Source: an optimization exercise on an open RTL-to-GDS flow (aim: small area, a short achievable clock period and few clock cycles). Production flows keep margins and buffers that such runs may drop. Function was not checked in any run shown here: the RTL went through the layout flow alone. Power is estimated from default activity; no workload was simulated.

<file path="flow/config.mk">
export PLATFORM = sky130hd
export DESIGN_NAME = rle_export
export DESIGN_NICKNAME = rle_export
export VERILOG_FILES = /design/flow/design.v
export SDC_FILE = /design/flow/constraint.sdc
export NUM_CORES = 4
export LEC_CHECK = 0
export ABC_AREA = 1
export CAP_MARGIN = 20
export CORE_MARGIN = 2
export CORE_UTILIZATION = 40
export PLACE_DENSITY = 0.6
export SLEW_MARGIN = 20
</file>
<file path="flow/constraint.sdc">
create_clock -name core_clock -period 23.0 [get_ports {clk}]
set_input_delay 4.6000 -clock core_clock [delete_from_list [all_inputs] [get_ports {clk}]]
set_output_delay 4.6000 -clock core_clock [all_outputs]
set_load 0.01 [all_outputs]
</file>
<file path="flow/design.v">
module rle_export (
    input  wire        clk,
    input  wire        rst,         
    input  wire        start,
    input  wire [15:0] cfg_w,
    input  wire [15:0] cfg_h,
    input  wire [15:0] cfg_tilew,
    input  wire [4:0]  cfg_levels,
    input  wire        cfg_invert,
    output wire        busy,
    output wire        done,
    output reg  [7:0]  errcode,
    input  wire        pix_valid,
    output wire        pix_ready,
    input  wire [23:0] pix_rgb,
    output reg         out_valid,
    input  wire        out_ready,
    output reg  [7:0]  out_byte,
    output reg         out_last
);
    reg busy_r, done_r, pix_ready_r, in_act;
    reg e11_r, e21_r, eany_r;
    assign busy      = busy_r;
    assign done      = done_r;
    assign pix_ready = pix_ready_r;
    always @(*) errcode = {2'b00, e21_r, e11_r, 3'b000, eany_r};
    wire cfg_bad_levels = (cfg_levels < 5'd2) || (cfg_levels > 5'd16);
    wire cfg_bad_tile   = (cfg_tilew == 16'd0);
    wire cfg_empty      = (cfg_w == 16'd0) || (cfg_h == 16'd0);
    wire cfg_ok         = !cfg_bad_levels && !cfg_bad_tile && !cfg_empty;
    reg [15:0] w_q, t_q;
    reg [3:0]  m_q;              
    reg        inv_q;
    reg [15:0] col, tile, row;
    wire last_col  = (col  == 16'd1);
    wire last_tile = (tile == 16'd1);
    wire last_row  = (row  == 16'd1);
    wire take = pix_valid && pix_ready_r;
    reg        skid_valid;
    wire       en = !skid_valid;
    wire [7:0] in_r = pix_rgb[23:16];
    wire [7:0] in_g = pix_rgb[15:8];
    wire [7:0] in_b = pix_rgb[7:0];
    reg [1:0]  pc1;
    reg [7:0]  sum1, car1;
    wire [9:0] q_sum = {2'b00, sum1} + {1'b0, car1, 1'b0};
    wire [9:0] q_int = ({1'b0, q_sum} + 11'd1) / 11'd3;
    reg [1:0]  pc2;
    reg [7:0]  int2;
    wire [11:0] q_y   = int2 * m_q + 12'd128;
    wire [12:0] q_z   = {1'b0, q_y} + {9'd0, q_y[11:8]};
    wire [3:0]  q_lvl = q_z[11:8];
    reg [1:0]  pcA;
    reg [3:0]  lvlA;
    wire       vA   = pcA != 2'b00;
    wire       eocA = pcA[1];
    wire       eofA = pcA == 2'b11;
    function [3:0] f_nib;        
        input [7:0] lvm;
        begin
            case (lvm)
            8'h00: f_nib = 4'd0;
            8'h01: f_nib = 4'd0;
            8'h02: f_nib = 4'd0;
            8'h03: f_nib = 4'd0;
            8'h04: f_nib = 4'd0;
            8'h05: f_nib = 4'd0;
            8'h06: f_nib = 4'd0;
            8'h07: f_nib = 4'd0;
            8'h08: f_nib = 4'd0;
            8'h09: f_nib = 4'd0;
            8'h0A: f_nib = 4'd0;
            8'h0B: f_nib = 4'd0;
            8'h0C: f_nib = 4'd0;
            8'h0D: f_nib = 4'd0;
            8'h0E: f_nib = 4'd0;
            8'h0F: f_nib = 4'd0;
            8'h10: f_nib = 4'd15;
            8'h11: f_nib = 4'd15;
            8'h12: f_nib = 4'd8;
            8'h13: f_nib = 4'd5;
            8'h14: f_nib = 4'd4;
            8'h15: f_nib = 4'd3;
            8'h16: f_nib = 4'd3;
            8'h17: f_nib = 4'd2;
            8'h18: f_nib = 4'd2;
            8'h19: f_nib = 4'd2;
            8'h1A: f_nib = 4'd2;
            8'h1B: f_nib = 4'd1;
            8'h1C: f_nib = 4'd1;
            8'h1D: f_nib = 4'd1;
            8'h1E: f_nib = 4'd1;
            8'h1F: f_nib = 4'd1;
            8'h20: f_nib = 4'd15;
            8'h21: f_nib = 4'd10;
            8'h22: f_nib = 4'd15;
            8'h23: f_nib = 4'd10;
            8'h24: f_nib = 4'd8;
            8'h25: f_nib = 4'd6;
            8'h26: f_nib = 4'd5;
            8'h27: f_nib = 4'd4;
            8'h28: f_nib = 4'd4;
            8'h29: f_nib = 4'd3;
            8'h2A: f_nib = 4'd3;
            8'h2B: f_nib = 4'd3;
            8'h2C: f_nib = 4'd3;
            8'h2D: f_nib = 4'd2;
            8'h2E: f_nib = 4'd2;
            8'h2F: f_nib = 4'd2;
            8'h30: f_nib = 4'd15;
            8'h31: f_nib = 4'd15;
            8'h32: f_nib = 4'd15;
            8'h33: f_nib = 4'd15;
            8'h34: f_nib = 4'd11;
            8'h35: f_nib = 4'd9;
            8'h36: f_nib = 4'd8;
            8'h37: f_nib = 4'd6;
            8'h38: f_nib = 4'd6;
            8'h39: f_nib = 4'd5;
            8'h3A: f_nib = 4'd5;
            8'h3B: f_nib = 4'd4;
            8'h3C: f_nib = 4'd4;
            8'h3D: f_nib = 4'd3;
            8'h3E: f_nib = 4'd3;
            8'h3F: f_nib = 4'd3;
            8'h40: f_nib = 4'd15;
            8'h41: f_nib = 4'd12;
            8'h42: f_nib = 4'd10;
            8'h43: f_nib = 4'd9;
            8'h44: f_nib = 4'd15;
            8'h45: f_nib = 4'd12;
            8'h46: f_nib = 4'd10;
            8'h47: f_nib = 4'd9;
            8'h48: f_nib = 4'd8;
            8'h49: f_nib = 4'd7;
            8'h4A: f_nib = 4'd6;
            8'h4B: f_nib = 4'd5;
            8'h4C: f_nib = 4'd5;
            8'h4D: f_nib = 4'd5;
            8'h4E: f_nib = 4'd4;
            8'h4F: f_nib = 4'd4;
            8'h50: f_nib = 4'd15;
            8'h51: f_nib = 4'd15;
            8'h52: f_nib = 4'd13;
            8'h53: f_nib = 4'd11;
            8'h54: f_nib = 4'd15;
            8'h55: f_nib = 4'd15;
            8'h56: f_nib = 4'd13;
            8'h57: f_nib = 4'd11;
            8'h58: f_nib = 4'd9;
            8'h59: f_nib = 4'd8;
            8'h5A: f_nib = 4'd8;
            8'h5B: f_nib = 4'd7;
            8'h5C: f_nib = 4'd6;
            8'h5D: f_nib = 4'd6;
            8'h5E: f_nib = 4'd5;
            8'h5F: f_nib = 4'd5;
            8'h60: f_nib = 4'd15;
            8'h61: f_nib = 4'd13;
            8'h62: f_nib = 4'd15;
            8'h63: f_nib = 4'd13;
            8'h64: f_nib = 4'd15;
            8'h65: f_nib = 4'd13;
            8'h66: f_nib = 4'd15;
            8'h67: f_nib = 4'd13;
            8'h68: f_nib = 4'd11;
            8'h69: f_nib = 4'd10;
            8'h6A: f_nib = 4'd9;
            8'h6B: f_nib = 4'd8;
            8'h6C: f_nib = 4'd8;
            8'h6D: f_nib = 4'd7;
            8'h6E: f_nib = 4'd6;
            8'h6F: f_nib = 4'd6;
            8'h70: f_nib = 4'd15;
            8'h71: f_nib = 4'd15;
            8'h72: f_nib = 4'd15;
            8'h73: f_nib = 4'd15;
            8'h74: f_nib = 4'd15;
            8'h75: f_nib = 4'd15;
            8'h76: f_nib = 4'd15;
            8'h77: f_nib = 4'd15;
            8'h78: f_nib = 4'd13;
            8'h79: f_nib = 4'd12;
            8'h7A: f_nib = 4'd11;
            8'h7B: f_nib = 4'd10;
            8'h7C: f_nib = 4'd9;
            8'h7D: f_nib = 4'd8;
            8'h7E: f_nib = 4'd8;
            8'h7F: f_nib = 4'd7;
            8'h80: f_nib = 4'd15;
            8'h81: f_nib = 4'd13;
            8'h82: f_nib = 4'd12;
            8'h83: f_nib = 4'd11;
            8'h84: f_nib = 4'd10;
            8'h85: f_nib = 4'd9;
            8'h86: f_nib = 4'd9;
            8'h87: f_nib = 4'd8;
            8'h88: f_nib = 4'd15;
            8'h89: f_nib = 4'd13;
            8'h8A: f_nib = 4'd12;
            8'h8B: f_nib = 4'd11;
            8'h8C: f_nib = 4'd10;
            8'h8D: f_nib = 4'd9;
            8'h8E: f_nib = 4'd9;
            8'h8F: f_nib = 4'd8;
            8'h90: f_nib = 4'd15;
            8'h91: f_nib = 4'd15;
            8'h92: f_nib = 4'd14;
            8'h93: f_nib = 4'd12;
            8'h94: f_nib = 4'd11;
            8'h95: f_nib = 4'd10;
            8'h96: f_nib = 4'd10;
            8'h97: f_nib = 4'd9;
            8'h98: f_nib = 4'd15;
            8'h99: f_nib = 4'd15;
            8'h9A: f_nib = 4'd14;
            8'h9B: f_nib = 4'd12;
            8'h9C: f_nib = 4'd11;
            8'h9D: f_nib = 4'd10;
            8'h9E: f_nib = 4'd10;
            8'h9F: f_nib = 4'd9;
            8'hA0: f_nib = 4'd15;
            8'hA1: f_nib = 4'd14;
            8'hA2: f_nib = 4'd15;
            8'hA3: f_nib = 4'd14;
            8'hA4: f_nib = 4'd13;
            8'hA5: f_nib = 4'd12;
            8'hA6: f_nib = 4'd11;
            8'hA7: f_nib = 4'd10;
            8'hA8: f_nib = 4'd15;
            8'hA9: f_nib = 4'd14;
            8'hAA: f_nib = 4'd15;
            8'hAB: f_nib = 4'd14;
            8'hAC: f_nib = 4'd13;
            8'hAD: f_nib = 4'd12;
            8'hAE: f_nib = 4'd11;
            8'hAF: f_nib = 4'd10;
            8'hB0: f_nib = 4'd15;
            8'hB1: f_nib = 4'd15;
            8'hB2: f_nib = 4'd15;
            8'hB3: f_nib = 4'd15;
            8'hB4: f_nib = 4'd14;
            8'hB5: f_nib = 4'd13;
            8'hB6: f_nib = 4'd12;
            8'hB7: f_nib = 4'd11;
            8'hB8: f_nib = 4'd15;
            8'hB9: f_nib = 4'd15;
            8'hBA: f_nib = 4'd15;
            8'hBB: f_nib = 4'd15;
            8'hBC: f_nib = 4'd14;
            8'hBD: f_nib = 4'd13;
            8'hBE: f_nib = 4'd12;
            8'hBF: f_nib = 4'd11;
            8'hC0: f_nib = 4'd15;
            8'hC1: f_nib = 4'd14;
            8'hC2: f_nib = 4'd13;
            8'hC3: f_nib = 4'd12;
            8'hC4: f_nib = 4'd15;
            8'hC5: f_nib = 4'd14;
            8'hC6: f_nib = 4'd13;
            8'hC7: f_nib = 4'd12;
            8'hC8: f_nib = 4'd15;
            8'hC9: f_nib = 4'd14;
            8'hCA: f_nib = 4'd13;
            8'hCB: f_nib = 4'd12;
            8'hCC: f_nib = 4'd15;
            8'hCD: f_nib = 4'd14;
            8'hCE: f_nib = 4'd13;
            8'hCF: f_nib = 4'd12;
            8'hD0: f_nib = 4'd15;
            8'hD1: f_nib = 4'd15;
            8'hD2: f_nib = 4'd14;
            8'hD3: f_nib = 4'd13;
            8'hD4: f_nib = 4'd15;
            8'hD5: f_nib = 4'd15;
            8'hD6: f_nib = 4'd14;
            8'hD7: f_nib = 4'd13;
            8'hD8: f_nib = 4'd15;
            8'hD9: f_nib = 4'd15;
            8'hDA: f_nib = 4'd14;
            8'hDB: f_nib = 4'd13;
            8'hDC: f_nib = 4'd15;
            8'hDD: f_nib = 4'd15;
            8'hDE: f_nib = 4'd14;
            8'hDF: f_nib = 4'd13;
            8'hE0: f_nib = 4'd15;
            8'hE1: f_nib = 4'd14;
            8'hE2: f_nib = 4'd15;
            8'hE3: f_nib = 4'd14;
            8'hE4: f_nib = 4'd15;
            8'hE5: f_nib = 4'd14;
            8'hE6: f_nib = 4'd15;
            8'hE7: f_nib = 4'd14;
            8'hE8: f_nib = 4'd15;
            8'hE9: f_nib = 4'd14;
            8'hEA: f_nib = 4'd15;
            8'hEB: f_nib = 4'd14;
            8'hEC: f_nib = 4'd15;
            8'hED: f_nib = 4'd14;
            8'hEE: f_nib = 4'd15;
            8'hEF: f_nib = 4'd14;
            8'hF0: f_nib = 4'd15;
            8'hF1: f_nib = 4'd15;
            8'hF2: f_nib = 4'd15;
            8'hF3: f_nib = 4'd15;
            8'hF4: f_nib = 4'd15;
            8'hF5: f_nib = 4'd15;
            8'hF6: f_nib = 4'd15;
            8'hF7: f_nib = 4'd15;
            8'hF8: f_nib = 4'd15;
            8'hF9: f_nib = 4'd15;
            8'hFA: f_nib = 4'd15;
            8'hFB: f_nib = 4'd15;
            8'hFC: f_nib = 4'd15;
            8'hFD: f_nib = 4'd15;
            8'hFE: f_nib = 4'd15;
            8'hFF: f_nib = 4'd15;
            endcase
        end
    endfunction
    reg        vB, eocB, eofB;
    reg [3:0]  lvlB;
    reg [3:0]  cnt;              
    wire b_proc = vB && (eocB || vA);
    wire b_ends = eocB || (cnt == 4'd15) || (lvlA != lvlB);
    wire b_load = !vB || eocB || vA;
    wire emit   = en && b_proc && b_ends;
    wire [7:0] byteB = {cnt, f_nib({lvlB, m_q})};
    reg [7:0] skid_byte;
    reg       skid_last;
    wire out_free = !out_valid || out_ready;
    always @(posedge clk) begin
        if (!busy_r) begin
            w_q    <= cfg_w;
            t_q    <= cfg_tilew;
            m_q    <= cfg_levels[3:0] - 4'd1;
            inv_q  <= cfg_invert;
        end
        e11_r  <= !busy_r && cfg_bad_levels;
        e21_r  <= !busy_r && !cfg_bad_levels && cfg_bad_tile;
        eany_r <= !busy_r && (cfg_bad_levels || cfg_bad_tile);
        if (!busy_r) begin
            col  <= cfg_w;
            tile <= cfg_tilew;
            row  <= cfg_h;
        end else if (take) begin
            col  <= last_col ? w_q : col - 16'd1;
            tile <= (last_col || last_tile) ? t_q : tile - 16'd1;
            if (last_col)
                row <= row - 16'd1;
        end
        if (en) begin
            sum1 <= in_r ^ in_g ^ in_b;
            car1 <= (in_r & in_g) | (in_r & in_b) | (in_g & in_b);
            int2 <= q_int[7:0] ^ {8{inv_q}};
            lvlA <= q_lvl;
            if (b_load) begin
                lvlB <= lvlA;
                eocB <= eocA;
                eofB <= eofA;
            end
        end
        if (!skid_valid) begin
            skid_byte <= byteB;
            skid_last <= eofB;
        end
        if (out_free) begin
            out_byte <= skid_valid ? skid_byte : byteB;
            out_last <= skid_valid ? skid_last : eofB;
        end
        if (rst) begin
            busy_r      <= 1'b0;
            done_r      <= 1'b0;
            in_act      <= 1'b0;
            pix_ready_r <= 1'b0;
            pc1         <= 2'b00;
            pc2         <= 2'b00;
            pcA         <= 2'b00;
            vB          <= 1'b0;
            cnt         <= 4'd0;
            out_valid   <= 1'b0;
            skid_valid  <= 1'b0;
        end else begin
            if (!busy_r) begin
                busy_r      <= start && cfg_ok;
                done_r      <= start && !cfg_ok;
                in_act      <= start && cfg_ok;
                pix_ready_r <= start && cfg_ok;
            end else begin
                done_r <= 1'b0;
                if (out_valid && out_ready && out_last) begin
                    busy_r <= 1'b0;
                    done_r <= 1'b1;
                end
                if (take && last_col && last_row)
                    in_act <= 1'b0;
                pix_ready_r <= in_act && !(take && last_col && last_row) &&
                               !(!out_free && (skid_valid || emit));
            end
            if (en) begin
                pc1 <= !take ? 2'b00 :
                       (last_col && last_row) ? 2'b11 :
                       (last_col || last_tile) ? 2'b10 : 2'b01;
                pc2 <= pc1;
                pcA <= pc2;
                if (b_load)
                    vB <= vA;
                if (b_proc)
                    cnt <= b_ends ? 4'd0 : cnt + 4'd1;
            end
            if (out_free) begin
                out_valid  <= skid_valid || emit;
                skid_valid <= 1'b0;
            end else if (emit) begin
                skid_valid <= 1'b1;
            end
        end
    end
endmodule
</file>
<file path="flow/flow/run.sh">
#!/bin/bash
# The standard layout, with the port buffers made of buf_2 cells instead
# of the slow default buffer that buffer_ports picks, and timing repair
# aiming for more setup slack than the clock period needs.
set -euo pipefail
export BUFFER_PORTS_ARGS="-buffer_cell sky130_fd_sc_hd__buf_2"
export SETUP_SLACK_MARGIN=17.35
bash standard.sh > standard.log 2>&1
</file>
<file path="flow/standard.sh">
#!/bin/bash
# synth_recipe.tcl (not shown) runs the flow's synth.tcl, then flattens the netlist and writes it again
# the make line also repeats each setting of config.mk as NAME=value (left out here)
make -C /OpenROAD-flow-scripts/flow DESIGN_CONFIG=/design/flow/config.mk WORK_HOME=/design/flow/orfs CLKGATE_MAP_FILE= SYNTH_SCRIPT=/design/flow/synth_recipe.tcl "${@:-finish}"
</file>
==> results of run 1 <==
-- placed cells by master (no fill, tap or decap), types with 9 or more instances in the layout --
cell type / count
sky130_fd_sc_hd__o22ai_1: 11
sky130_fd_sc_hd__o21ai_0: 94
sky130_fd_sc_hd__nand2_2: 14
sky130_fd_sc_hd__buf_4: 20
sky130_fd_sc_hd__edfxtp_1: 128
sky130_fd_sc_hd__ha_1: 51
sky130_fd_sc_hd__xor2_1: 30
sky130_fd_sc_hd__fa_1: 22
sky130_fd_sc_hd__a21oi_1: 41
sky130_fd_sc_hd__clkbuf_16: 18
sky130_fd_sc_hd__nor3_1: 11
sky130_fd_sc_hd__nor2_1: 121
sky130_fd_sc_hd__nand2_1: 225
sky130_fd_sc_hd__nand4_1: 13
sky130_fd_sc_hd__inv_1: 164
sky130_fd_sc_hd__nand3_2: 9
sky130_fd_sc_hd__nand3_1: 42
sky130_fd_sc_hd__nor4_1: 10
sky130_fd_sc_hd__a31oi_1: 13
sky130_fd_sc_hd__dfxtp_1: 28
sky130_fd_sc_hd__xnor2_1: 12
sky130_fd_sc_hd__buf_2: 95
-- what timing repair did --
| action | CTS | global route |
|---|---|---|
| gates cloned | 2 | 0 |
| gates resized for setup | 11 | 11 |
| setup buffers | 5 | 11 |
| endpoints found under the setup margin | 7 | 8 |
| pin swaps | 6 | 9 |
-- registers in the layout, indices dropped and copies added (netlist names), 4 cells and up --
name,flops
row,16
car1,8
m_q,4
t_q,16
w_q,16
tile,16
cnt,4
out_byte,8
int2,8
skid_byte,8
sum1,8
col,16
lvlB,4
lvlA,4
-- routing by layer --
layer | track usage [%] | part of all wire, % | vias to the layer above
met5 | 0 | 0 | -
met4 | 6.372 | 2.5 | 0
met3 | 3.236 | 3.6 | 38
met2 | 28.71 | 46 | 182
met1 | 24.05 | 48 | 3674
li1 | - | - | 4059
-- cells in the mapped netlist, drive strengths merged (13+ instances only) --
cell type  instances
o21ai            102
nor2             126
nand3             51
dfxtp             29
inv              168
fa                22
clkbuf            26
edfxtp           128
xor2              30
a31oi             13
nand2            239
a21oi             44
ha                51
nand4             13
-- layout make-up --
type                            instances  area, um^2  share of cell area [%]
Timing Repair Buffer                  121       748.2                   6.474
Inverter                              171       641.9                   5.554
Clock buffer                           19       454.2                   3.930
Sequential cell                       157        4428                   38.31
Antenna cell                            1       2.502                 0.02165
Clock inverter                         13       120.1                   1.039
Tap cell                              324       405.4                   3.508
Multi-Input combinational cell        790        4757                   41.16
-- worst register-to-register path: stages, from the launching register on --
cell	delay, ns
sky130_fd_sc_hd__edfxtp_1	0.43
sky130_fd_sc_hd__nand2_1	0.10
sky130_fd_sc_hd__fa_1	0.51
sky130_fd_sc_hd__fa_1	0.54
sky130_fd_sc_hd__inv_1	0.04
sky130_fd_sc_hd__ha_1	0.27
sky130_fd_sc_hd__ha_1	0.16
sky130_fd_sc_hd__inv_1	0.05
sky130_fd_sc_hd__fa_1	0.38
sky130_fd_sc_hd__nor2_1	0.14
sky130_fd_sc_hd__nor2_1	0.05
sky130_fd_sc_hd__o21bai_1	0.16
sky130_fd_sc_hd__inv_1	0.06
sky130_fd_sc_hd__nor2_1	0.10
sky130_fd_sc_hd__o21ai_0	0.08
sky130_fd_sc_hd__nand2_1	0.09
sky130_fd_sc_hd__xnor2_1	0.12
sky130_fd_sc_hd__inv_1	0.11
sky130_fd_sc_hd__ha_1	0.29
sky130_fd_sc_hd__a41o_1	0.17
sky130_fd_sc_hd__a21oi_1	0.06
sky130_fd_sc_hd__inv_1	0.05
sky130_fd_sc_hd__a21oi_1	0.08
sky130_fd_sc_hd__nor4_2	0.33
sky130_fd_sc_hd__nand3_1	0.16
sky130_fd_sc_hd__xnor2_1	0.16
-- power by group --
part	total (uW)	switching [uW]	internal [uW]
registers	406	35.4	371
logic	561	337	224
clock network	275	126	149
total	1240	498	744
-- worst min path at each step --
stage	from	to	slack [ns]	depth (start not counted)
after floorplan	skid_last	skid_last	0.42	2
after global placement	skid_byte[4]	skid_byte[4]	0.44	2
after detailed placement	skid_byte[6]	skid_byte[6]	0.44	2
after CTS	skid_byte[6]	skid_byte[6]	0.46	2
after global routing	skid_byte[6]	skid_byte[6]	0.48	2
final	skid_byte[4]	skid_byte[4]	0.46	2
-- metrics by stage --
| stage | util (%) | total power, uW | std cells | setup WS, ns |
|---|---|---|---|---|
| after floorplan | - | 846.1 | 1155 | 17.25 |
| after global placement | 43.99 | 947.3 | 1545 | 16.59 |
| after detailed placement | 43.99 | 958.1 | 1545 | 16.58 |
| after CTS | 46.98 | 1247 | 1584 | 17.34 |
| after global routing | 47.52 | 1374 | 1596 | 17.32 |
| final | 47.52 | 1243 | 1596 | 17.37 |
-- cell families after synthesis --
| group | Yosys count |
|---|---|
| xor gates and xnor gates | 42 |
| AOI/OAI and AO/OA | 207 |
| buffers and inverters | 208 |
| adders and majority gates | 73 |
| other | 1 |
| and+or+nand+nor | 463 |
| DFF | 157 |
==> notes.md, run 1 <==
The area share of the largest cell type after synthesis came out at 38.83%. The achievable clock frequency was 177.7 MHz; the number of search-and-repair iterations in the first detailed-routing pass was 5. The detailed placement HPWL was 15550 um; the average cell area after synthesis was 8.600 um^2. The worst hold path class is flop to flop. The delay of the slowest critical-path stage was 0.82 ns; the y dimension of the die was 161.3 um.

Dividing the final minimum period by the clock period gives 24.46%. Setup repair after global routing could not meet its margin everywhere. The logs give 0 for the number of setup violations in the final report and 1151 for the cell count after synthesis. The detail route stage leaves a number of antenna-violating nets equal to 0. For the largest net degree at the start of global routing, the log shows 62. The die is 161.3 um wide.

The H-tree generated during clock tree synthesis spans 4 levels. On the critical path the largest part of the delay comes from compound AO/OA/AOI/OAI gates. For this configuration, the core starts out at a cell density of 40.70%. Traced cell by cell, the critical path runs through buf_2 > nand2_1 > o21ai_2. Buffer type at the clock tree root: sky130_fd_sc_hd__clkbuf_16. The run gives 2327 as the final-layout fill cell count. The final critical delay including setup and external delays is 5.626 ns, and the instance area after placement is 0.01070 mm^2. The logs give 0 for the number of hold-slack violations in the final timing report and 17 for the total CTS buffers.

The max-slew violation count is 0. In the routed design, unresolved DRC markers number 0. The first routing iteration left 516 violations. In this run, synthesis produced a sequential element count of 157. Clock skew on the completed layout was measured at 0.01641 ns.

Measured against the total synthesized area, the mux share comes to 0%. The floorplan step defined a core boundary enclosing 0.02432 mm^2. The worst setup path endpoint is row[0].

Among all flip-flop cells after synthesis, the most frequent one is sky130_fd_sc_hd__edfxtp_1. The tool flagged a number of max-cap violations equal to 0. The share of final-layout standard cells stronger than drive strength 1 is 15.81%.

In this run the static leakage power is 0.005322 uW. In this run, synthesis inferred 128 flip-flops with an integrated enable. The via count of the first global-routing pass was 7748. The source of the worst register-to-register timing path is int2[0]. Insertion delay to the later sink of the worst-skew pair: 0.43 ns. From synthesis to final layout, the design area changed by 16.76%.

In this run the tightest slew margin relative to its limit is 35.65%. The tools report the end of the worst register-to-register path as lvlA[3]. The worst hold margin was 0.4580 ns; the quantity of hold-fixing buffers added after cts was 0.

Counting cells, the worst reg-to-reg path comes to 25. The tools report the total number of vias as 7953. During I/O placement, the number of pins put on the boundary was 104. Counting every sink on the clock net gives 157. The combinational family with the most area after synthesis is simple AND/OR/NAND/NOR gates. After clock tree synthesis, the clock-pin slew on the worst setup and hold paths is 0.07 ns.

Summing every instance area after synthesis gives 0.009898 mm^2. The count of buffers inserted at the top-level ports is 98. The logs give 1 for the total of warnings raised by yosys and 18.04 ns for the setup slack of the worst register-to-register path.

Of all cell types, the one taking the most synthesized area is sky130_fd_sc_hd__edfxtp_1. The worst setup path is captured at a flop. Path type of the worst setup path: input pin to flop. In the final routed layout, each cell accounts on average for 13.72 um.

In this run the core area contains 57 standard-cell rows. The run gives 44.70% as the sequential fraction of the synthesis area. The run finished with no timing, DRC or antenna violations. After synthesis, the share of flip-flops with an asynchronous set or reset is 0%. Count of buffer and inverter cells on the critical path: 1.

Along the worst path, the maximum fanout reaches 16. The synthesized netlist devotes 20.00% of its cell area to simple gates. The worst setup path is launched from an input pin. The routed wire length was 21900 um; the total congestion overflow was 0. The aggregate global-route resource usage is 17.79%, and the unique cell type count in the Yosys netlist is 55. The run gives 0.8713 as the routability congestion estimate from global placement. The floorplan die area is 0.02602 mm^2, and the post-synthesis compound-gate area fraction is 12.43%. The number of antenna violations at the first check in global routing is 1, and the instance count on the critical path is 3.

Data on the critical path arrives at its endpoint at 5.68 ns. For the worst setup path, the data required time is 23.05 ns. The setup TNS came out at 0 ns. At the pin with the least slew margin, the transition time is 0.9651 ns. By area the synthesized netlist is led by sky130_fd_sc_hd__edfxtp_1 (39%), sky130_fd_sc_hd__nand2_1 (8.6%), sky130_fd_sc_hd__ha_1 (6.4%), sky130_fd_sc_hd__inv_1 (6.3%), sky130_fd_sc_hd__dfxtp_1 (5.9%).

Timing startpoint of the critical path: pix_valid. For the first-pass GRT wire length, the log shows 37320 um. TritonCTS built the clock tree. Power spread over the standard cell area amounts to 107.5 mW/mm^2. The xor and xnor fraction of the mapped netlist area is 3.716%, and the fraction of the mapped netlist area in adder cells is 10.90%. The post-layout net count is 1414. For the buffer levels on the longest clock path, the log shows 2. VDD sags by at most 0.06100 mV.

Via density per instance: 4.983. Cell with the largest stage delay on the worst path: sky130_fd_sc_hd__o21ai_2. The tools report the cell area after layout as 0.01156 mm^2.
==> run 2: changes to the inputs <==
--- a/flow/config.mk
+++ b/flow/config.mk
@@ -11,2 +11,3 @@
 export CORE_UTILIZATION = 40
+export CTS_BUF_LIST = sky130_fd_sc_hd__clkbuf_8
 export PLACE_DENSITY = 0.6
==> run 2 against run 1 <==
  * Clock power fell by 25%
  * Register-to-register slack barely moved
  * Via count fell by 0.18%
  * Largest cell class unchanged
==> notes.md, run 2 <==
The flow ran to the end and the layout has no timing, DRC or antenna violations. Clock transition at the register clock pins on the worst setup and hold paths after CTS: 0.09 ns (was 0.07 ns). The number of antenna violations at the first check in global routing came out at 1 (unchanged). Highest-count cells in the layout ignoring fill and taps: sky130_fd_sc_hd__nand2_1 (225), sky130_fd_sc_hd__inv_1 (164), sky130_fd_sc_hd__edfxtp_1 (128) (unchanged). The tools report the floorplan die area as 0.02602 mm^2 (unchanged). The proportion of synthesized flip-flops having asynchronous set or reset was 0% (unchanged); the buffer levels on the longest clock path was 2 (unchanged).

The critical-path maximum fanout came out at 2 (was 16). Most frequent cells after synthesis: sky130_fd_sc_hd__nand2_1 (226), sky130_fd_sc_hd__inv_1 (166), sky130_fd_sc_hd__edfxtp_1 (128) (unchanged). The horizontal extent of the die is 161.3 um (unchanged). The first-pass GRT wire length came out at 37120 um (was 37320 um). The count of buffers inserted at the top-level ports was 98 (unchanged). The via count of the first global-routing pass is 7730 (was 7748). The unique cell type count in the Yosys netlist was 55 (unchanged); the final critical-path share of the clock period was 24.48% (was 24.46%). For the post-placement setup slack, the log shows 16.58 ns (unchanged).

The share of final-layout standard cells stronger than drive strength 1 is 15.89% (was 15.81%). The logs give 28.81% (was 28.71%) for the met2 demand-to-capacity share in global routing and 0 (unchanged) for the total congestion overflow. The average cell area after synthesis was 8.600 um^2 (unchanged).

Main area contributors after synthesis: sky130_fd_sc_hd__edfxtp_1 (39%), sky130_fd_sc_hd__nand2_1 (8.6%), sky130_fd_sc_hd__ha_1 (6.4%), sky130_fd_sc_hd__inv_1 (6.3%), sky130_fd_sc_hd__dfxtp_1 (5.9%) (unchanged). Post-route non-filler standard cell count: 1596 (unchanged). Global-route track usage on met1: 23.84% (was 24.05%).

The sequential fraction of the synthesis area is 44.70% (unchanged), and the area share of the largest cell type after synthesis is 38.83% (unchanged). The total CTS buffers was 17 (unchanged). The signed area change from the synthesized netlist to the final layout was 14.78% (was 16.76%); the setup slack of the worst register-to-register path was 18.03 ns (was 18.04 ns). The total of warnings raised by yosys was 1 (unchanged). The synthesized flop and latch total came out at 157 (unchanged).

The critical path capture point type is a primary output (was a flop). Power density over cell area: 103.2 mW/mm^2 (was 107.5 mW/mm^2). For the number of max-cap violations, the log shows 0 (unchanged). The hold-critical path endpoint was skid_byte[4] (unchanged). The starting utilization of the core area is 40.70% (unchanged).

The number of cells traversed by the worst hold path came out at 2 (unchanged). The tools report the setup TNS as 0 ns (unchanged). The run gives 21880 um (was 21900 um) as the routed wire length. The tools report the source of the worst register-to-register timing path as int2[0] (unchanged). The peak supply drop is 0.05379 mV (was 0.06100 mV), and the post-detailed-route DRC marker count is 0 (unchanged). The buffer type at the clock tree root was sky130_fd_sc_hd__clkbuf_8 (was sky130_fd_sc_hd__clkbuf_16). The leakage power total is 0.005238 uW (was 0.005322 uW). The detail-routed net length per standard cell is 13.71 um (was 13.72 um), and the number of search-and-repair iterations in the first detailed-routing pass is 5 (unchanged). The slew at the pin closest to its max-slew limit came out at 0.9551 ns (was 0.9651 ns). Most frequent cell after synthesis: sky130_fd_sc_hd__nand2_1 (unchanged).

The number of setup violations in the final report is 0 (unchanged). The run gives 36.32% (was 35.65%) as the relative max-transition margin. Number of enable flip-flop cells after synthesis: 128 (unchanged). The sink count of the clock tree came out at 157 (unchanged). The tools report the sort of element at the start of the critical path as a flop (was an input pin).

The largest net degree at the start of global routing was 62 (unchanged). The logs give 0.02096 ns (was 0.01641 ns) for the post-route clock skew and 527 (was 516) for the number of violations reported at the end of detailed-routing iteration 0. The end of the worst register-to-register path is lvlA[3] (unchanged). Total number of vias: 7939 (was 7953). The worst hold path class is flop to flop (unchanged). Global-route track usage on met3: 2.491% (was 3.236%). The y dimension of the die is 161.3 um (unchanged). The achievable clock frequency is 177.6 MHz (was 177.7 MHz), and the final critical delay including setup and external delays is 5.631 ns (was 5.626 ns). For the insertion delay to the later sink of the worst-skew pair, the log shows 0.46 ns (was 0.43 ns). The run gives 0.8713 (unchanged) as the routability congestion estimate from global placement. The logic depth of the worst register-to-register path is 25 (unchanged), and the I/O pin total is 104 (unchanged). The tools report the residual antenna-violating net count after detailed routing as 0 (unchanged). Number of placed instances, taps included: 1545 (unchanged). TritonCTS built the clock tree. The logs give 1414 (unchanged) for the post-layout net count and 0.009898 mm^2 (unchanged) for the total standard cell area after synthesis.

The largest area contributor in the netlist was sky130_fd_sc_hd__edfxtp_1 (unchanged). The startpoint of the tightest hold check path is skid_byte[4] (unchanged). The total power is 1173 uW (was 1243 uW), and the via density per instance is 4.974 (was 4.983).

The max-slew violation count was 0 (unchanged); the aggregate global-route resource usage was 17.60% (was 17.79%). The detailed placement HPWL came out at 15550 um (unchanged). Most common cell after layout, fill and taps aside: sky130_fd_sc_hd__nand2_1 (unchanged). The floorplan row count is 57 (unchanged). The run gives 4 (unchanged) as the number of levels in the clock H-tree. Required arrival time at the worst endpoint: 18.40 ns (was 23.05 ns).

Layer carrying the most global-route usage: met2 (unchanged). The path type of the worst setup path was flop to primary output (was input pin to flop). The final worst slack came out at 17.37 ns (about the same).

The most used flip-flop cell after synthesis is sky130_fd_sc_hd__edfxtp_1 (unchanged). For the data arrival time of the critical path, the log shows 1.03 ns (was 5.68 ns). The area of the core came out at 0.02432 mm^2 (unchanged). For the cell count after synthesis, the log shows 1151 (unchanged).

Setup repair after global routing could not meet its margin everywhere. For the number of hold-slack violations in the final timing report, the log shows 0 (unchanged). The quantity of hold-fixing buffers added after cts was 0 (unchanged). The utilization after layout is 46.72% (was 47.52%).
## run 2: cell counts after synthesis
No cell type changed its count.
## run 2: critical path, cell delays in order (launching register included)
cell,delay [ns]
sky130_fd_sc_hd__dfxtp_4,0.36
sky130_fd_sc_hd__buf_12,0.12
sky130_fd_sc_hd__buf_6,0.11
## run 2: logic make-up (layout without fill, tap and decap cells)
group	count (synthesis)	in the layout	synth area share (%)
xor gates and xnor gates	42	42	3.716
AOI/OAI and AO/OA	207	207	12.43
other	1	6	0.03789
adders and majority gates	73	73	10.90
and+or+nand+nor	463	463	20.00
buffers and inverters	208	324	8.229
DFF	157	157	44.70
## run 2: repair_timing
item / in CTS / in global routing
gates resized for setup: 9 / 13
pin swaps: 2 / 6
setup buffers: 5 / 11
endpoints found under the setup margin: 7 / 10
cloned: 2 / 0
## run 2: layer usage
| layer | vias to the layer above | part of all wire (%) |
|---|---|---|
| li1 | 4058 | - |
| met1 | 3675 | 48 |
| met2 | 171 | 46 |
| met3 | 35 | 3.3 |
| met4 | 0 | 2.3 |
| met5 | - | 0 |
## run 2: report_power, final
group / internal (uW) / switching [uW] / total (uW) / leakage (uW)
Combinational: 224 / 335 / 560 / 0.00344
Clock: 89.6 / 118 / 207 / 0.000204
Sequential: 370 / 35.3 / 406 / 0.00159
## run 2: final cells by class
type	count	area [um^2]
Fill cell	2352	12960
Multi-Input combinational cell	790	4745
Sequential cell	157	4431
Timing Repair Buffer	121	748.2
Inverter	171	641.9
Tap cell	324	405.4
Clock buffer	17	234.0
Clock inverter	15	153.9
Antenna cell	1	2.502
## run 2: stage by stage
stage / cell area, um^2 / hold WS (ns)
floorplan: 9936 / 0.4184
global placement: 10700 / 0.4388
detailed placement: 10700 / 0.4373
CTS: 11230 / 0.4668
global route: 11360 / 0.4850
finish: 11360 / 0.4641
## run 2: worst max path at each step
| stage | cells past startpoint | end | from | slack [ns] |
|---|---|---|---|---|
| floorplan | 10 | pix_ready_r | cfg_levels[2] | 17.25 |
| global placement | 10 | pix_ready_r | cfg_tilew[8] | 16.59 |
| detailed placement | 10 | pix_ready_r | cfg_tilew[8] | 16.58 |
| CTS | 2 | busy | busy_r | 17.34 |
| global route | 10 | pix_ready_r | cfg_levels[1] | 17.31 |
| finish | 2 | busy | busy_r | 17.37 |
==> run 3: changes to the inputs <==
--- a/flow/flow/run.sh
+++ b/flow/flow/run.sh
@@ -6,3 +6,4 @@
 export BUFFER_PORTS_ARGS="-buffer_cell sky130_fd_sc_hd__buf_2"
-export SETUP_SLACK_MARGIN=17.35
+export SETUP_SLACK_MARGIN=17.5
+export MATCH_CELL_FOOTPRINT=0
 bash standard.sh > standard.log 2>&1
--- a/flow/config.mk
+++ b/flow/config.mk
@@ -10,5 +10,6 @@
 export CORE_MARGIN = 2
-export CORE_UTILIZATION = 40
-export CTS_BUF_LIST = sky130_fd_sc_hd__clkbuf_8
-export PLACE_DENSITY = 0.6
+export CORE_UTILIZATION = 60
+export CTS_CLUSTER_DIAMETER = 150
+export CTS_CLUSTER_SIZE = 50
+export PLACE_DENSITY = 0.7
 export SLEW_MARGIN = 20
==> run 3 against run 2 <==
  * Still clean on timing, DRC and antenna
  * Area after synthesis did not move
  * Clock skew fell by 0.010 ns
  * Clock power rose by 34%
  * Flip-flop and latch count did not move
  * Largest cell class unchanged
==> notes.md, run 3 <==
The flow ran to the end and the layout has no timing, DRC or antenna violations. The proportion of synthesized flip-flops having asynchronous set or reset was 0% (unchanged); the required arrival time at the worst endpoint was 23.35 ns (was 18.40 ns). The sequential fraction of the synthesis area is 44.70% (unchanged), and the count of buffers inserted at the top-level ports is 98 (unchanged).

The run gives 42.59% (was 36.32%) as the relative max-transition margin. Path type of the worst setup path: input pin to flop (was flop to primary output). The final critical delay including setup and external delays was 5.647 ns (was 5.631 ns); the slew at the pin closest to its max-slew limit was 0.8586 ns (was 0.9551 ns). For the cell area after layout, the log shows 0.01148 mm^2 (was 0.01136 mm^2). The logs give 0.009898 mm^2 (unchanged) for the total standard cell area after synthesis and 7521 (was 7730) for the via count of the first global-routing pass.

For the final-layout fill cell count, the log shows 1258 (was 2352). The horizontal extent of the die is 132.4 um (was 161.3 um), and the total of warnings raised by yosys is 1 (unchanged). Main area contributors after synthesis: sky130_fd_sc_hd__edfxtp_1 (39%), sky130_fd_sc_hd__nand2_1 (8.6%), sky130_fd_sc_hd__ha_1 (6.4%), sky130_fd_sc_hd__inv_1 (6.3%), sky130_fd_sc_hd__dfxtp_1 (5.9%) (unchanged).

The residual antenna-violating net count after detailed routing was 0 (unchanged); the leakage power total was 0.005304 uW (was 0.005238 uW). The logs give 4 (unchanged) for the number of levels in the clock H-tree and 0.01754 mm^2 (was 0.02602 mm^2) for the floorplan die area. The run gives 60 (was 62) as the largest net degree at the start of global routing.

The tools report the instance area after placement as 0.01059 mm^2 (was 0.01070 mm^2). The clock transition at the register clock pins on the worst setup and hold paths after CTS was 0.07 ns (was 0.09 ns); the logic depth of the worst register-to-register path was 26 (was 25). Buffer type at the clock tree root: sky130_fd_sc_hd__clkbuf_16 (was sky130_fd_sc_hd__clkbuf_8). The I/O pin total is 104 (unchanged). The critical path capture point type is a flop (was a primary output). Average cell area after synthesis: 8.600 um^2 (unchanged).

Highest-count cells in the layout ignoring fill and taps: sky130_fd_sc_hd__nand2_1 (225), sky130_fd_sc_hd__inv_1 (150), sky130_fd_sc_hd__edfxtp_1 (128) (was sky130_fd_sc_hd__nand2_1 (225), sky130_fd_sc_hd__inv_1 (164), sky130_fd_sc_hd__edfxtp_1 (128)). Largest area contributor in the netlist: sky130_fd_sc_hd__edfxtp_1 (unchanged). The number of search-and-repair iterations in the first detailed-routing pass is 5 (unchanged). The logs give 0.8503 (was 0.8713) for the routability congestion estimate from global placement and 0 (unchanged) for the post-detailed-route DRC marker count. For the post-layout net count, the log shows 1412 (was 1414). TritonCTS built the clock tree.

The highest metal layer with signal wires is met4 (unchanged). The max-slew violation count came out at 0 (unchanged). The tools report the total number of vias as 8130 (was 7939).

The routed wire length came out at 21170 um (was 21880 um). The setup TNS is 0 ns (unchanged), and the data arrival time of the critical path is 6.00 ns (was 1.03 ns). Most used flip-flop cell after synthesis: sky130_fd_sc_hd__edfxtp_1 (unchanged). The number of cells traversed by the worst hold path is 1 (was 2). The worst hold path class is flop to flop (unchanged). For the floorplan row count, the log shows 46 (was 57). The run gives 0 (unchanged) as the number of max-cap violations.

For the first-pass GRT wire length, the log shows 34780 um (was 37120 um). Insertion delay to the later sink of the worst-skew pair: 0.43 ns (was 0.46 ns). The tools report the starting utilization of the core area as 61.86% (was 40.70%). The unique cell type count in the Yosys netlist is 55 (unchanged).

The total CTS buffers came out at 17 (unchanged). Y dimension of the die: 132.4 um (was 161.3 um). For the number of violations reported at the end of detailed-routing iteration 0, the log shows 551 (was 527).

The tools report the setup slack of the worst register-to-register path as 17.97 ns (was 18.03 ns). For the number of antenna violations at the first check in global routing, the log shows 0 (was 1). The signed area change from the synthesized netlist to the final layout is 15.95% (was 14.78%), and the number of antenna repair diodes is 0 (was 1). The most common cell after layout, fill and taps aside was sky130_fd_sc_hd__nand2_1 (unchanged). Sort of element at the start of the critical path: an input pin (was a flop). The critical-path maximum fanout works out to 3 (was 2).

The number of enable flip-flop cells after synthesis is 128 (unchanged). Detail-routed net length per standard cell: 14.26 um (was 13.71 um). Setup repair after global routing could not meet its margin everywhere. The aggregate global-route resource usage is 24.33% (was 17.60%), and the via density per instance is 5.475 (was 4.974). The tools report the area of the core as 0.01600 mm^2 (was 0.02432 mm^2). The final critical-path share of the clock period was 24.55% (was 24.48%). For the detailed-routing wirelength on met1, the log shows 9661 um (was 10520 um). The share of final-layout standard cells stronger than drive strength 1 works out to 17.57% (was 15.89%). The number of hold-slack violations in the final timing report came out at 0 (unchanged). The achievable clock frequency came out at 177.1 MHz (was 177.6 MHz). The cell count after synthesis came out at 1151 (unchanged). The post-route clock skew was 0.01096 ns (was 0.02096 ns). The peak supply drop is 0.06521 mV (was 0.05379 mV), and the total congestion overflow is 0 (unchanged). The area share of the largest cell type after synthesis is 38.83% (unchanged), and the quantity of hold-fixing buffers added after cts is 0 (unchanged). The run gives 10040 um (was 10120 um) as the routed wire length on met2. The run gives 0 (unchanged) as the number of setup violations in the final report. The power density over cell area is 110.0 mW/mm^2 (was 103.2 mW/mm^2).

The synthesized flop and latch total works out to 157 (unchanged). The routed length on met3 was 1057 um (was 728 um); the detailed placement HPWL was 15150 um (was 15550 um). The sink count of the clock tree came out at 157 (unchanged). The buffer levels on the longest clock path is 2 (unchanged).

Most frequent cells after synthesis: sky130_fd_sc_hd__nand2_1 (226), sky130_fd_sc_hd__inv_1 (166), sky130_fd_sc_hd__edfxtp_1 (128) (unchanged). The most frequent cell after synthesis was sky130_fd_sc_hd__nand2_1 (unchanged).
[run 3: logic make-up (layout without fill, tap and decap cells)]
group | after synthesis | after routing | share of synthesized area (%)
and+or+nand+nor | 463 | 463 | 20.00
AOI/OAI and AO/OA | 207 | 207 | 12.43
DFF | 157 | 157 | 44.70
adders and majority gates | 73 | 73 | 10.90
xor gates and xnor gates | 42 | 42 | 3.716
other | 1 | 5 | 0.03789
buffers and inverters | 208 | 322 | 8.229
[run 3: layer usage]
| metal | global-route usage [%] | up-vias |
|---|---|---|
| li1 | - | 4071 |
| met1 | 33.24 | 3780 |
| met2 | 40.16 | 247 |
| met3 | 3.831 | 32 |
| met4 | 7.706 | 0 |
| met5 | 0 | - |
[run 3: path summary, 6_finish.rpt]
path,startpoint,to
max reg2reg,m_q[2],lvlA[3]
max,cfg_levels[2],busy_r
min,skid_byte[0],skid_byte[0]
min reg2reg,skid_byte[0],skid_byte[0]
[run 3: timing repair]
action,in CTS,in global routing
pin swaps,9,13
setup buffers,5,10
setup endpoints to repair,17,21
endpoints found under the hold margin,0,0
gates resized for setup,16,35
[run 3: cell type report]
cell class / instances / area, um^2 / area share (%)
clock buffer: 17 / 425.4 / 3.707
clock inverter: 15 / 168.9 / 1.472
multi-input combinational: 790 / 4817 / 41.97
timing repair buffer: 119 / 719.4 / 6.268
tap: 216 / 270.3 / 2.355
inverter: 171 / 646.9 / 5.636
sequential: 157 / 4429 / 38.59
[run 3: critical path, cell delays in order]
cell                       delay [ns]
sky130_fd_sc_hd__buf_8           0.10
sky130_fd_sc_hd__nor2_4          0.13
sky130_fd_sc_hd__nand3_4         0.09
sky130_fd_sc_hd__a21boi_4        0.21
sky130_fd_sc_hd__inv_2           0.08
sky130_fd_sc_hd__nor2_4          0.09
sky130_fd_sc_hd__nand3_2         0.07
sky130_fd_sc_hd__nand3b_1        0.21
sky130_fd_sc_hd__buf_4           0.18
sky130_fd_sc_hd__buf_6           0.11
sky130_fd_sc_hd__a21oi_2         0.12
[run 3: through the flow]
step	hold WS [ns]	instances	setup slack (ns)	total power [uW]	utilization [%]
finish	0.4548	1485	17.35	1263	71.73
global route	0.4688	1485	17.30	1378	71.73
detailed placement	0.4391	1438	16.83	959.2	66.18
floorplan	0.4184	1155	17.25	846.3	-
CTS	0.4561	1475	17.39	1247	70.50
global placement	0.4353	1438	16.85	946.6	66.18
[run 3: power by group]
group          leakage (uW)  switching (uW)  total (uW)  internal (uW)
Combinational       0.00342             353         580            227
Sequential          0.00159            35.2         406            371
Clock              0.000292             131         277            146
Total               0.00530             519        1260            744
==> run 4: changes to the inputs <==
--- a/flow/design.v
+++ b/flow/design.v
@@ -21,2 +21,3 @@
     reg busy_r, done_r, pix_ready_r, in_act;
+    reg idle;                    
     reg e11_r, e21_r, eany_r;
@@ -37,2 +38,5 @@
     wire last_row  = (row  == 16'd1);
+    wire last_pix  = last_col && last_row;
+    wire penult    = (last_row && (col == 16'd2)) ||
+                     (last_col && (w_q == 16'd1) && (row == 16'd2));
     wire take = pix_valid && pix_ready_r;
@@ -43,4 +47,5 @@
     wire [7:0] in_b = pix_rgb[7:0];
-    reg [1:0]  pc1;
+    reg        v1;
     reg [7:0]  sum1, car1;
+    wire take_last = take && (v1 ? penult : last_pix);
     wire [9:0] q_sum = {2'b00, sum1} + {1'b0, car1, 1'b0};
@@ -54,5 +59,3 @@
     reg [3:0]  lvlA;
-    wire       vA   = pcA != 2'b00;
-    wire       eocA = pcA[1];
-    wire       eofA = pcA == 2'b11;
+    wire       vA = pcA != 2'b00;
     function [3:0] f_nib;        
@@ -320,5 +323,8 @@
     endfunction
-    reg        vB, eocB, eofB;
+    reg [1:0]  pcB;
     reg [3:0]  lvlB;
     reg [3:0]  cnt;              
+    wire       vB   = pcB != 2'b00;
+    wire       eocB = pcB[1];
+    wire       eofB = pcB == 2'b11;
     wire b_proc = vB && (eocB || vA);
@@ -330,14 +336,18 @@
     reg       skid_last;
-    wire out_free = !out_valid || out_ready;
+    reg  out_empty;              
+    wire out_free = out_empty || out_ready;
+    wire busy_n = idle ? (start && cfg_ok)
+                       : !(!out_empty && out_ready && out_last);
+    wire out_valid_n = out_free ? (skid_valid || emit) : 1'b1;
     always @(posedge clk) begin
-        if (!busy_r) begin
-            w_q    <= cfg_w;
-            t_q    <= cfg_tilew;
-            m_q    <= cfg_levels[3:0] - 4'd1;
-            inv_q  <= cfg_invert;
+        if (idle) begin
+            w_q   <= cfg_w;
+            t_q   <= cfg_tilew;
+            m_q   <= cfg_levels[3:0] - 4'd1;
+            inv_q <= cfg_invert;
         end
-        e11_r  <= !busy_r && cfg_bad_levels;
-        e21_r  <= !busy_r && !cfg_bad_levels && cfg_bad_tile;
-        eany_r <= !busy_r && (cfg_bad_levels || cfg_bad_tile);
-        if (!busy_r) begin
+        e11_r  <= idle && cfg_bad_levels;
+        e21_r  <= idle && !cfg_bad_levels && cfg_bad_tile;
+        eany_r <= idle && (cfg_bad_levels || cfg_bad_tile);
+        if (idle) begin
             col  <= cfg_w;
@@ -345,3 +355,3 @@
             row  <= cfg_h;
-        end else if (take) begin
+        end else if (en && v1) begin
             col  <= last_col ? w_q : col - 16'd1;
@@ -356,7 +366,4 @@
             lvlA <= q_lvl;
-            if (b_load) begin
+            if (b_load)
                 lvlB <= lvlA;
-                eocB <= eocA;
-                eofB <= eofA;
-            end
         end
@@ -372,2 +379,3 @@
             busy_r      <= 1'b0;
+            idle        <= 1'b1;
             done_r      <= 1'b0;
@@ -375,12 +383,14 @@
             pix_ready_r <= 1'b0;
-            pc1         <= 2'b00;
+            v1          <= 1'b0;
             pc2         <= 2'b00;
             pcA         <= 2'b00;
-            vB          <= 1'b0;
+            pcB         <= 2'b00;
             cnt         <= 4'd0;
             out_valid   <= 1'b0;
+            out_empty   <= 1'b1;
             skid_valid  <= 1'b0;
         end else begin
-            if (!busy_r) begin
-                busy_r      <= start && cfg_ok;
+            busy_r <= busy_n;
+            idle   <= !busy_n;
+            if (idle) begin
                 done_r      <= start && !cfg_ok;
@@ -389,10 +399,6 @@
             end else begin
-                done_r <= 1'b0;
-                if (out_valid && out_ready && out_last) begin
-                    busy_r <= 1'b0;
-                    done_r <= 1'b1;
-                end
-                if (take && last_col && last_row)
+                done_r <= !out_empty && out_ready && out_last;
+                if (take_last)
                     in_act <= 1'b0;
-                pix_ready_r <= in_act && !(take && last_col && last_row) &&
+                pix_ready_r <= in_act && !take_last &&
                                !(!out_free && (skid_valid || emit));
@@ -400,9 +406,8 @@
             if (en) begin
-                pc1 <= !take ? 2'b00 :
-                       (last_col && last_row) ? 2'b11 :
+                v1  <= take;
+                pc2 <= !v1 ? 2'b00 : last_pix ? 2'b11 :
                        (last_col || last_tile) ? 2'b10 : 2'b01;
-                pc2 <= pc1;
                 pcA <= pc2;
                 if (b_load)
-                    vB <= vA;
+                    pcB <= pcA;
                 if (b_proc)
@@ -410,8 +415,8 @@
             end
-            if (out_free) begin
-                out_valid  <= skid_valid || emit;
+            out_valid <= out_valid_n;
+            out_empty <= !out_valid_n;
+            if (out_free)
                 skid_valid <= 1'b0;
-            end else if (emit) begin
+            else if (emit)
                 skid_valid <= 1'b1;
-            end
         end
--- a/flow/flow/run.sh
+++ b/flow/flow/run.sh
@@ -6,4 +6,3 @@
 export BUFFER_PORTS_ARGS="-buffer_cell sky130_fd_sc_hd__buf_2"
-export SETUP_SLACK_MARGIN=17.5
-export MATCH_CELL_FOOTPRINT=0
+export SETUP_SLACK_MARGIN=17.35
 bash standard.sh > standard.log 2>&1
--- a/flow/config.mk
+++ b/flow/config.mk
@@ -10,6 +10,5 @@
 export CORE_MARGIN = 2
-export CORE_UTILIZATION = 60
-export CTS_CLUSTER_DIAMETER = 150
-export CTS_CLUSTER_SIZE = 50
-export PLACE_DENSITY = 0.7
+export CORE_UTILIZATION = 40
+export CTS_BUF_LIST = sky130_fd_sc_hd__clkbuf_8
+export PLACE_DENSITY = 0.6
 export SLEW_MARGIN = 20
==> run 4 against run 3 <==
  * Maximum frequency fell by 0.64%
  * Die area rose by 48%
  * Cell count rose by 6.3%
  * Sequential share of layout area rose by 0.48 points
  * Flip-flop and latch count did not move
  * Cell area fell by 1.7%
  * Synthesized cell count fell by 0.87%
  * Non-clock buffer count fell by 4
  * Setup slack got worse by 0.036 ns
  * Critical path type unchanged
==> notes.md, run 4 <==
The run finished with no timing, DRC or antenna violations. Peak supply drop: 0.05258 mV (was 0.06521 mV). The run gives 0.005104 uW (was 0.005304 uW) as the leakage power total. The unique cell type count in the Yosys netlist was 54 (was 55); the routed wire length was 21200 um (was 21170 um).

The synthesized flop and latch total came out at 157 (unchanged). The total number of vias was 7814 (was 8130). The count of buffers inserted at the top-level ports is 98 (unchanged).

The power density over cell area works out to 104.9 mW/mm^2 (was 110.0 mW/mm^2). The net switching power is 482.1 uW (was 519.3 uW), and the detail-routed net length per standard cell is 13.43 um (was 14.26 um). The insertion delay to the later sink of the worst-skew pair is 0.46 ns (was 0.43 ns). Highest-count cells in the layout ignoring fill and taps: sky130_fd_sc_hd__nand2_1 (252), sky130_fd_sc_hd__inv_1 (144), sky130_fd_sc_hd__edfxtp_1 (126) (was sky130_fd_sc_hd__nand2_1 (225), sky130_fd_sc_hd__inv_1 (150), sky130_fd_sc_hd__edfxtp_1 (128)). The required arrival time at the worst endpoint came out at 23.39 ns (was 23.35 ns). Main area contributors after synthesis: sky130_fd_sc_hd__edfxtp_1 (38%), sky130_fd_sc_hd__nand2_1 (9.6%), sky130_fd_sc_hd__ha_1 (6.7%), sky130_fd_sc_hd__dfxtp_1 (6.3%), sky130_fd_sc_hd__inv_1 (5.5%) (was sky130_fd_sc_hd__edfxtp_1 (39%), sky130_fd_sc_hd__nand2_1 (8.6%), sky130_fd_sc_hd__ha_1 (6.4%), sky130_fd_sc_hd__inv_1 (6.3%), sky130_fd_sc_hd__dfxtp_1 (5.9%)).

The cell with the largest stage delay on the worst path is sky130_fd_sc_hd__a41oi_2 (was sky130_fd_sc_hd__a21boi_4). The total congestion overflow was 0 (unchanged). The setup TNS was 0 ns (unchanged); the cell-internal power was 701.1 uW (was 743.6 uW).

The share of power burned in the clock network is 20.3% (was 22.0%). The setup slack of the worst register-to-register path is 17.82 ns (was 17.97 ns). Largest area contributor in the netlist: sky130_fd_sc_hd__edfxtp_1 (unchanged).

Y dimension of the die: 160.9 um (was 132.4 um). The residual antenna-violating net count after detailed routing was 0 (unchanged). The buffer levels on the longest clock path came out at 2 (unchanged). The number of setup violations in the final report was 0 (unchanged).

Ordered list of cells on the worst path: buf_8 > nor2_4 > nand3_2 > a22oi_2 > nand2_1 > a41oi_2 > nand4_1 > a21oi_2 > inv_1 > a31oi_1 (was buf_8 > nor2_4 > nand3_4 > a21boi_4 > inv_2 > nor2_4 > nand3_2 > nand3b_1 > buf_4 > buf_6 > a21oi_2). The data arrival time of the critical path is 6.08 ns (was 6.00 ns), and the average cell area after synthesis is 8.634 um^2 (was 8.600 um^2). The achievable clock frequency is 176.0 MHz (was 177.1 MHz). The number of hold-slack violations in the final timing report is 0 (unchanged). Final critical-path share of the clock period: 24.71% (was 24.55%).

The share of final-layout standard cells stronger than drive strength 1 is 15.62% (was 17.57%). The share of total power consumed by net switching works out to 40.74% (was 41.12%). The number of enable flip-flop cells after synthesis came out at 126 (was 128).

The run gives 104 (unchanged) as the I/O pin total. The count of buffer and inverter cells on the critical path is 2 (was 4). The largest net degree at the start of global routing is 99 (was 60), and the number of max-cap violations is 0 (unchanged). The horizontal extent of the die came out at 160.9 um (was 132.4 um).

The max-slew violation count came out at 0 (unchanged). The area share of the largest cell type after synthesis works out to 38.40% (was 38.83%). The tools report the total CTS buffers as 17 (unchanged). The most frequent cell after synthesis was sky130_fd_sc_hd__nand2_1 (unchanged). The logs give 0.02018 ns (was 0.01096 ns) for the post-route clock skew and 44.70% (about the same) for the sequential fraction of the synthesis area. The logs give 32.75% (was 42.59%) for the relative max-transition margin and 1183 uW (was 1263 uW) for the total power.

The worst hold path class was flop to flop (unchanged). The number of search-and-repair iterations in the first detailed-routing pass came out at 5 (unchanged). Buffer type at the clock tree root: sky130_fd_sc_hd__clkbuf_8 (was sky130_fd_sc_hd__clkbuf_16). The delay of the slowest critical-path stage is 0.25 ns (was 0.21 ns), and the first-pass GRT wire length is 35490 um (was 34780 um). The logs give 16.92% (was 24.33%) for the aggregate global-route resource usage and 45.1% (was 45.9%) for the combinational share of power. Critical path capture point type: a flop (unchanged).

The sink count of the clock tree is 157 (unchanged), and the post-layout net count is 1400 (was 1412). The routability congestion estimate from global placement came out at 0.8673 (was 0.8503). The total of warnings raised by yosys is 1 (unchanged), and the detailed placement HPWL is 15560 um (was 15150 um). The sort of element at the start of the critical path is an input pin (unchanged). The via count of the first global-routing pass was 7464 (was 7521); the final critical delay including setup and external delays was 5.683 ns (was 5.647 ns). The logs give 0 (unchanged) for the quantity of hold-fixing buffers added after cts and 486 (was 551) for the number of violations reported at the end of detailed-routing iteration 0. The most used flip-flop cell after synthesis is sky130_fd_sc_hd__edfxtp_1 (unchanged). The run gives 40.63% (was 61.86%) as the starting utilization of the core area. The proportion of synthesized flip-flops having asynchronous set or reset is 0% (unchanged). Total standard cell area after synthesis: 0.009852 mm^2 (was 0.009898 mm^2). The post-detailed-route DRC marker count is 0 (unchanged), and the critical-path maximum fanout is 3 (unchanged).

For the cell count after synthesis, the log shows 1141 (was 1151). The cell type group with the largest total delay on the critical path was compound AO/OA/AOI/OAI gates (was simple AND/OR/NAND/NOR gates). The slew at the pin closest to its max-slew limit came out at 1.009 ns (was 0.8586 ns).

Clock transition at the register clock pins on the worst setup and hold paths after CTS: 0.10 ns (was 0.07 ns). Most frequent cells after synthesis: sky130_fd_sc_hd__nand2_1 (252), sky130_fd_sc_hd__inv_1 (144), sky130_fd_sc_hd__edfxtp_1 (126) (was sky130_fd_sc_hd__nand2_1 (226), sky130_fd_sc_hd__inv_1 (166), sky130_fd_sc_hd__edfxtp_1 (128)). The tools report the area of the core as 0.02425 mm^2 (was 0.01600 mm^2). The via density per instance was 4.949 (was 5.475); the number of levels in the clock H-tree was 4 (unchanged). The floorplan row count is 57 (was 46), and the signed area change from the synthesized netlist to the final layout is 14.53% (was 15.95%). The most common cell after layout, fill and taps aside was sky130_fd_sc_hd__nand2_1 (unchanged).

TritonCTS built the clock tree. The number of antenna violations at the first check in global routing was 0 (unchanged). The path type of the worst setup path was input pin to flop (unchanged).

For the number of antenna repair diodes, the log shows 0 (unchanged). The logs give 34.7% (was 32.1%) for the share of total power in sequential cells and 0.02590 mm^2 (was 0.01754 mm^2) for the floorplan die area. Setup repair after global routing could not meet its margin everywhere.
[run 4: tightest hold or removal path, delay by kind of cell, from the launching register on]
kind             cells  cell delay [ns]
AND/OR/NAND/NOR      2             0.11
flip-flops           1             0.31
[run 4: worst paths after layout]
path / startpoint / endpoint / depth (start not counted)
worst max-delay path: cfg_levels[2] / pix_ready_r / 10
worst min-delay path: skid_byte[2] / skid_byte[2] / 2
worst max register to register: m_q[2] / lvlA[2] / 27
worst min register to register: skid_byte[2] / skid_byte[2] / 2
[run 4: timing repair]
item                                    CTS  global route
endpoints found under the setup margin   10            14
gates resized for setup                   2            15
buffers inserted                          2             8
pin swaps                                 1             9
[run 4: area by class of cell]
type / count / area [um^2]
Multi-Input combinational cell: 799 / 4798
Fill cell: 2333 / 12960
Tap cell: 324 / 405.4
Inverter: 152 / 570.5
Timing Repair Buffer: 115 / 640.6
Sequential cell: 157 / 4408
Clock buffer: 17 / 234.0
Clock inverter: 15 / 226.5
[run 4: power by group through the flow]
stage / clock network, uW / registers [uW] / logic, uW
5_1_grt: 258 / 416 / 628
2_1_floorplan: 0 / 401 / 417
4_1_cts: 246 / 412 / 522
3_3_place_gp: 0 / 419 / 509
3_5_place_dp: 0 / 419 / 514
6_report: 240 / 410 / 533
[run 4: kinds of logic (layout without fill, tap and decap cells)]
family	Yosys count	count (layout)	synth area share (%)
AO/OA/AOI/OAI	197	197	11.61
XOR/XNOR	46	46	4.089
adder cells (fa/ha/maj)	75	75	11.20
buffers and inverters	189	299	7.620
flip-flops	157	157	44.70
other	1	5	0.03806
AND/OR/NAND/NOR	476	476	20.74
[run 4: through the flow]
| step | setup slack, ns | area (um^2) | hold slack [ns] | util (%) | instances |
|---|---|---|---|---|---|
| CTS | 17.25 | 11150 | 0.4613 | 45.99 | 1571 |
| detailed placement | 16.62 | 10660 | 0.4387 | 43.98 | 1537 |
| global route | 17.18 | 11280 | 0.4884 | 46.53 | 1579 |
| finish | 17.32 | 11280 | 0.4565 | 46.53 | 1579 |
| global placement | 16.65 | 10660 | 0.4353 | 43.98 | 1537 |
| floorplan | 17.23 | 9892 | 0.4184 | - | 1145 |
[run 4: metal layers]
| metal | GRT usage, % | wire length, um | up-vias |
|---|---|---|---|
| met3 | 3.202 | 1023 | 22 |
| met4 | 4.708 | 312 | 0 |
| met2 | 27.70 | 9830 | 179 |
| met1 | 23.05 | 10040 | 3596 |
| met5 | 0 | 0 | - |
| li1 | - | - | 4017 |
==> run 5: changes to the inputs <==
--- a/flow/flow/run.sh
+++ b/flow/flow/run.sh
@@ -6,3 +6,3 @@
 export BUFFER_PORTS_ARGS="-buffer_cell sky130_fd_sc_hd__buf_2"
-export SETUP_SLACK_MARGIN=17.35
+export SETUP_SLACK_MARGIN=17.6
 bash standard.sh > standard.log 2>&1
==> run 5 against run 4 <==
  * Setup slack got worse by 0.0085 ns
  * Critical endpoint is now m_q[3]
  * Cell area increased by 1.5%
  * Largest power group unchanged
  * Synthesized cell count unchanged
  * Still clean on timing, DRC and antenna
  * Critical path depth increased by 3
  * Clock skew decreased by 0.0036 ns
  * Critical path type unchanged
==> notes.md, run 5 <==
The flow ran to the end and the layout has no timing, DRC or antenna violations. For the number of antenna repair diodes, the log shows 0 (unchanged). The total CTS buffers was 17 (unchanged); the sink count of the clock tree was 157 (unchanged).

For the total number of vias, the log shows 7910 (was 7814). The area share of the largest cell type after synthesis works out to 38.40% (unchanged). Highest-count cells in the layout ignoring fill and taps: sky130_fd_sc_hd__nand2_1 (247), sky130_fd_sc_hd__inv_1 (143), sky130_fd_sc_hd__edfxtp_1 (126) (was sky130_fd_sc_hd__nand2_1 (252), sky130_fd_sc_hd__inv_1 (144), sky130_fd_sc_hd__edfxtp_1 (126)). TritonCTS built the clock tree. The post-route non-filler standard cell count was 1596 (was 1579); the leakage power total was 0.005182 uW (was 0.005104 uW).

The run gives 101 (was 99) as the largest net degree at the start of global routing. The power density over cell area works out to 102.3 mW/mm^2 (was 104.9 mW/mm^2). The floorplan die area was 0.02590 mm^2 (unchanged); the quantity of hold-fixing buffers added after cts was 0 (unchanged). The required arrival time at the worst endpoint was 23.32 ns (was 23.39 ns).

The average cell area after synthesis is 8.634 um^2 (unchanged), and the number of antenna violations at the first check in global routing is 1 (was 0). The logic depth of the worst register-to-register path was 26 (was 27). The I/O pin total came out at 104 (unchanged). The most common cell after layout, fill and taps aside was sky130_fd_sc_hd__nand2_1 (unchanged). Source of the worst register-to-register timing path: m_q[2] (unchanged).

The run gives 21870 um (was 21200 um) as the routed wire length. The largest area contributor in the netlist was sky130_fd_sc_hd__edfxtp_1 (unchanged). The slew at the pin closest to its max-slew limit is 1.055 ns (was 1.009 ns). Setup TNS: 0 ns (unchanged). Most frequent cells after synthesis: sky130_fd_sc_hd__nand2_1 (252), sky130_fd_sc_hd__inv_1 (144), sky130_fd_sc_hd__edfxtp_1 (126) (unchanged). The tools report the worst setup path endpoint as m_q[3] (was pix_ready_r). The relative max-transition margin was 29.66% (was 32.75%); the final critical delay including setup and external delays was 5.692 ns (was 5.683 ns). The setup slack of the worst register-to-register path came out at 17.92 ns (was 17.82 ns). Most frequent cell after synthesis: sky130_fd_sc_hd__nand2_1 (unchanged). The number of enable flip-flop cells after synthesis was 126 (unchanged); the post-route clock skew was 0.01661 ns (was 0.02018 ns).

The count of buffers inserted at the top-level ports came out at 98 (unchanged).
run 5: cell types whose count changed in the layout (fill, tap and decap cells not counted), moves of 2 or more:
cell	delta
sky130_fd_sc_hd__buf_6	+8
sky130_fd_sc_hd__dfxtp_2	+5
sky130_fd_sc_hd__bufinv_16	-2
sky130_fd_sc_hd__dfxtp_1	-5
sky130_fd_sc_hd__nand2_2	+4
sky130_fd_sc_hd__buf_2	-6
sky130_fd_sc_hd__inv_6	+2
sky130_fd_sc_hd__inv_8	-2
sky130_fd_sc_hd__buf_8	+2
sky130_fd_sc_hd__buf_4	+13
sky130_fd_sc_hd__nand2_1	-5
run 5: worst max-delay path, stage by stage:
cell and delay [ns]:
sky130_fd_sc_hd__buf_8 0.10, sky130_fd_sc_hd__nor2_4 0.12, sky130_fd_sc_hd__nand3_2 0.09, sky130_fd_sc_hd__buf_4 0.14
sky130_fd_sc_hd__buf_6 0.10, sky130_fd_sc_hd__buf_4 0.12, sky130_fd_sc_hd__buf_4 0.12, sky130_fd_sc_hd__buf_4 0.12
sky130_fd_sc_hd__buf_4 0.12, sky130_fd_sc_hd__buf_4 0.12, sky130_fd_sc_hd__buf_6 0.10, sky130_fd_sc_hd__buf_6 0.10
sky130_fd_sc_hd__nand2_2 0.04
run 5: what timing repair did:
item / CTS / global route
endpoints found under the hold margin: 0 / 0
buffers inserted: 20 / 9
cloned: 0 / 0
endpoints found under the setup margin: 27 / 26
pin swaps: 8 / 10
gates resized for setup: 31 / 12
run 5: layout make-up:
| cell class | count | area [um^2] |
|---|---|---|
| fillers | 2402 | 12790 |
| multi-input cells | 799 | 4818 |
| flip-flops and latches | 157 | 4414 |
| repair buffers | 132 | 828.3 |
| inverters | 152 | 570.5 |
| well taps | 324 | 405.4 |
| clock buffers | 17 | 234.0 |
| clock inverters | 15 | 183.9 |
run 5: power breakdown:
group,internal (uW),switching (uW)
Sequential,370,43.9
Clock,101,118
Combinational,213,326
Total,684,488
run 5: through the flow:
stage | hold WS, ns | utilization (%) | cell area [um^2] | total power, uW | worst slack (ns)
2_1_floorplan | 0.4184 | - | 9898 | 821.9 | 17.23
3_3_place_gp | 0.4383 | 43.94 | 10660 | 931.4 | 16.54
3_5_place_dp | 0.4402 | 43.94 | 10660 | 941.3 | 16.51
4_1_cts | 0.4660 | 46.74 | 11330 | 1171 | 17.33
5_1_grt | 0.4826 | 47.24 | 11450 | 1284 | 17.28
6_report | 0.4612 | 47.24 | 11450 | 1172 | 17.31
run 5: worst min-delay path by stage:
stage / from / endpoint / slack (ns)
finish: pc2[1] / pc2[1] / 0.46
global route: pc2[0] / pc2[0] / 0.48
CTS: pc2[0] / pc2[0] / 0.47
detailed placement: skid_byte[7] / skid_byte[7] / 0.44
global placement: skid_byte[6] / skid_byte[6] / 0.44
floorplan: skid_byte[7] / skid_byte[7] / 0.42
run 5: routing by layer:
metal,part of all wire [%],up-vias
met1,47,3639
met5,0.050,-
met3,4.8,23
li1,-,4056
met4,1.4,2
met2,47,190
run 5: kinds of logic after synthesis:
family	synth area share [%]
XOR/XNOR	4.089
other	0.03806
adder cells (fa/ha/maj)	11.20
buffers and inverters	7.620
flip-flops	44.70
AND/OR/NAND/NOR	20.74
AO/OA/AOI/OAI	11.61
